From an optimization exercise on the open Yosys and OpenROAD flow, aimed at a short achievable clock period and few clock cycles; shortcuts taken in it are not production practice.
At most, simulation tests tie the RTL to the original design; equivalence was not proved.
Power and IR drop assume default switching activity.

## segcodec
module segcodec (
    input             clk,
    input             rst,
    input             h_req,
    input             h_we,
    input      [1:0]  h_size,     
    input      [12:0] h_addr,
    input      [31:0] h_wdata,
    output            h_done,
    output reg        h_err,
    output reg [31:0] h_rdata,
    output reg        mem_en,
    output reg        mem_we,
    output reg [3:0]  mem_be,
    output reg [8:0]  mem_addr,
    output reg [31:0] mem_wdata,
    input      [31:0] mem_rdata
);
Size in the first run: about 440 flip-flops, ~160 I/O pins.
clock: 6.0 ns
lec_check: 0
abc_clock_period_in_ps: 2000
cap_margin: 20
core_margin: 2
core_utilization: 40
setup_slack_margin: 4.0
slew_margin: 20
tns_end_percent: 100
run.sh (not shown) runs the stock make flow with config.mk's settings and CLKGATE_MAP_FILE= SYNTH_SCRIPT=/design/flow/synth_recipe.tcl, a recipe that flattens the netlist after the stock synthesis.
Testbench counts at the start, summed over its fixed seeds: cycles 131,844.
Then changed:
--- a/flow/design.v
+++ b/flow/design.v
@@ -146,13 +146,13 @@
     reg [8:0]  ra_end;       
     reg [3:0]  lm;           
     reg [3:0]  m0;           
     reg [8:0]  ps;           
     reg [3:0]  pbe;          
     reg [3:0]  csbe;         
-    reg        s_fin;        
+    reg        dec_fin;      
     wire [3:0] wop    = q_wdata[3:0];
     wire       cmd_ok = (wop == OP_ENCODE && !enc_bad) || (wop == OP_DECODE && rx_ok) ||
                         (wop == OP_CSUM && !cs_bad);
     wire       run    = s_busy || (s_cmd && cmd_ok);
     reg [3:0]  m_a, m_d;     
     reg        h_a, h_d;     
@@ -172,14 +172,13 @@
     wire [15:0] fa2_r = {fa2_c[14:0], fa2_c[15]};
     wire [15:0] u      = t_q[15:0] + {15'd0, t_q[16]};
     wire [15:0] f2     = !nz_t ? 16'd0 : (t_q == 17'd0) ? 16'hFFFF : u;
     wire [15:0] csum_v = ~f2;
     wire [3:0] rd_mask = (na == ra_end) ? lm : 4'b1111;
     wire [3:0] pad_be  = ((na == ps) ? pbe : 4'b1111) & ((na == LAST_WORD) ? 4'b1100 : 4'b1111);
-    wire       fin_ok  = (ph == P_WAIT) && !r0 && !r1 && !(r2 && e_enc);
-    wire       csum_z  = nz_t && (t_q == 17'h00000 || t_q == 17'h0FFFF || t_q == 17'h1FFFE);
+    wire       fin_ok  = (ph == P_WAIT) && !r0 && !r1 && !r2;
     reg        x_en, x_we;
     reg [8:0]  x_addr;
     reg [3:0]  x_be;
     reg [31:0] x_wdata;
     reg [3:0]  x_m;
     reg        x_h;
@@ -322,13 +321,13 @@
             s_regw    <= 1'b0;
             s_frd1    <= 1'b0;
             s_frd2    <= 1'b0;
             s_busy    <= 1'b0;
             h_err     <= 1'b0;
             mem_en    <= 1'b0;
-            s_fin     <= 1'b0;
+            dec_fin   <= 1'b0;
             st_err    <= 1'b0;
             st_valid  <= 1'b0;
             st_cause  <= C_NONE;
             st_lastop <= 4'd0;
             v_tx      <= 1'b0;
             v_rxh     <= 1'b0;
@@ -339,13 +338,13 @@
             s_done  <= go && ((is_reg && !is_cmdw) || (is_frame && h_we) || !(is_reg || is_frame));
             s_cmd   <= go && is_cmdw;
             s_regw  <= go && is_reg && h_we && !is_cmdw;
             s_frd1  <= go && is_frame && !h_we;
             h_err   <= s_idle && !(is_reg || is_frame);
             mem_en  <= s_idle ? (go && (is_frame || is_cmdw)) : x_en;
-            s_fin   <= 1'b0;
+            dec_fin <= 1'b0;
             if (go) s_idle <= 1'b0;
             if (s_done) s_idle <= 1'b1;
             if (s_regw) begin
                 case (q_reg)
                     3'd2: v_tx  <= 1'b1;
                     3'd5: v_rxs <= 1'b1;
@@ -374,34 +373,34 @@
                             default:   st_cause <= C_ILLEGAL;
                         endcase
                     end
                 end
             end
             if (s_busy && fin_ok) begin
-                s_busy <= 1'b0;
-                s_done <= 1'b1;
-                s_fin  <= 1'b1;
-            end
-            if (s_fin) begin
+                s_busy    <= 1'b0;
+                s_done    <= 1'b1;
                 v_cs      <= 1'b1;
                 st_lastop <= e_enc ? OP_ENCODE : e_dec ? OP_DECODE : OP_CSUM;
                 st_err    <= 1'b0;
                 st_valid  <= 1'b0;
                 st_cause  <= C_NONE;
-                if (e_dec) begin
-                    st_err <= 1'b1;
-                    v_rxh  <= 1'b0;
-                    if (!csum_z) begin
-                        st_cause <= C_BAD_CSUM;
-                    end else if (hdr_cap[31:30] != 2'b01) begin
-                        st_cause <= C_BAD_VERSION;
-                    end else begin
-                        st_err   <= 1'b0;
-                        st_valid <= 1'b1;
-                        v_rxh    <= 1'b1;
-                    end
+                dec_fin   <= e_dec;
+            end
+            if (dec_fin) begin
+                st_valid  <= 1'b0;
+                st_err    <= 1'b1;
+                v_rxh     <= 1'b0;
+                if (csum_r != 16'd0) begin
+                    st_cause <= C_BAD_CSUM;
+                end else if (hdr_cap[31:30] != 2'b01) begin
+                    st_cause <= C_BAD_VERSION;
+                end else begin
+                    st_cause <= C_NONE;
+                    st_err   <= 1'b0;
+                    st_valid <= 1'b1;
+                    v_rxh    <= 1'b1;
                 end
             end
         end
     end
     always @(posedge clk) begin
         if (s_regw && q_reg == 3'd2) begin
@@ -409,13 +408,13 @@
             tx_len   <= q_wdata[26:16];
             tx_seq   <= q_wdata[13:8];
             tx_ackn  <= q_wdata[5:0];
         end
         if (s_regw && q_reg == 3'd5) rx_size <= q_wdata[15:0];
         if (s_regw && q_reg == 3'd6) cs_len  <= q_wdata[15:0];
-        if (s_fin) csum_r <= csum_v;
-        if (s_fin && e_dec) begin
+        if (s_busy && fin_ok) csum_r <= csum_v;
+        if (dec_fin) begin
             rx_hdr <= hdr_cap;
             plen   <= (hdr_cap[26:16] > MAX_PAYLOAD) ? MAX_PAYLOAD : hdr_cap[26:16];
         end
     end
 endmodule
Outcome: The changed run went through all stages and came out clean; design area is higher by 0.76%; die area is higher by 1.8%; global-route usage is lower by 1.2 points; wire length is lower by 0.35%; power is higher by 3.7%; combinational power is higher by 28%.
Only the layout flow was run in the second run of this note; the RTL was not checked for function there.

==> port drivers added, routing unchanged <==
No port has a modelled driver above. Below, the same layouts with a new extraction and two added sets of constraints.
Step 1: set_driving_cell puts a clkbuf_16 on clk and a buf_2 on each other input, an assumption about the parent block.
Step 2 adds t to the input delays and takes it off the output delays; t is the mean of the earliest and latest rising clock arrival at the registers after step 1. Input paths then give back, and output paths get back, about the clock's delay inside the block.
Three values: ideal, step 1, step 2; two values: the first two.
run	shift t [ns]	setup WS [ns]	cell pins on the clock port's net
the first run	0.657	3.636 / 3.636 / 3.103	1
the second run	0.637	3.726 / 3.675 / 3.172	1
After both steps setup and hold are still met in every run listed. The setup slack of the second run, which loses most, moves by -0.051 ns with the drivers and by -0.554 ns with both steps.
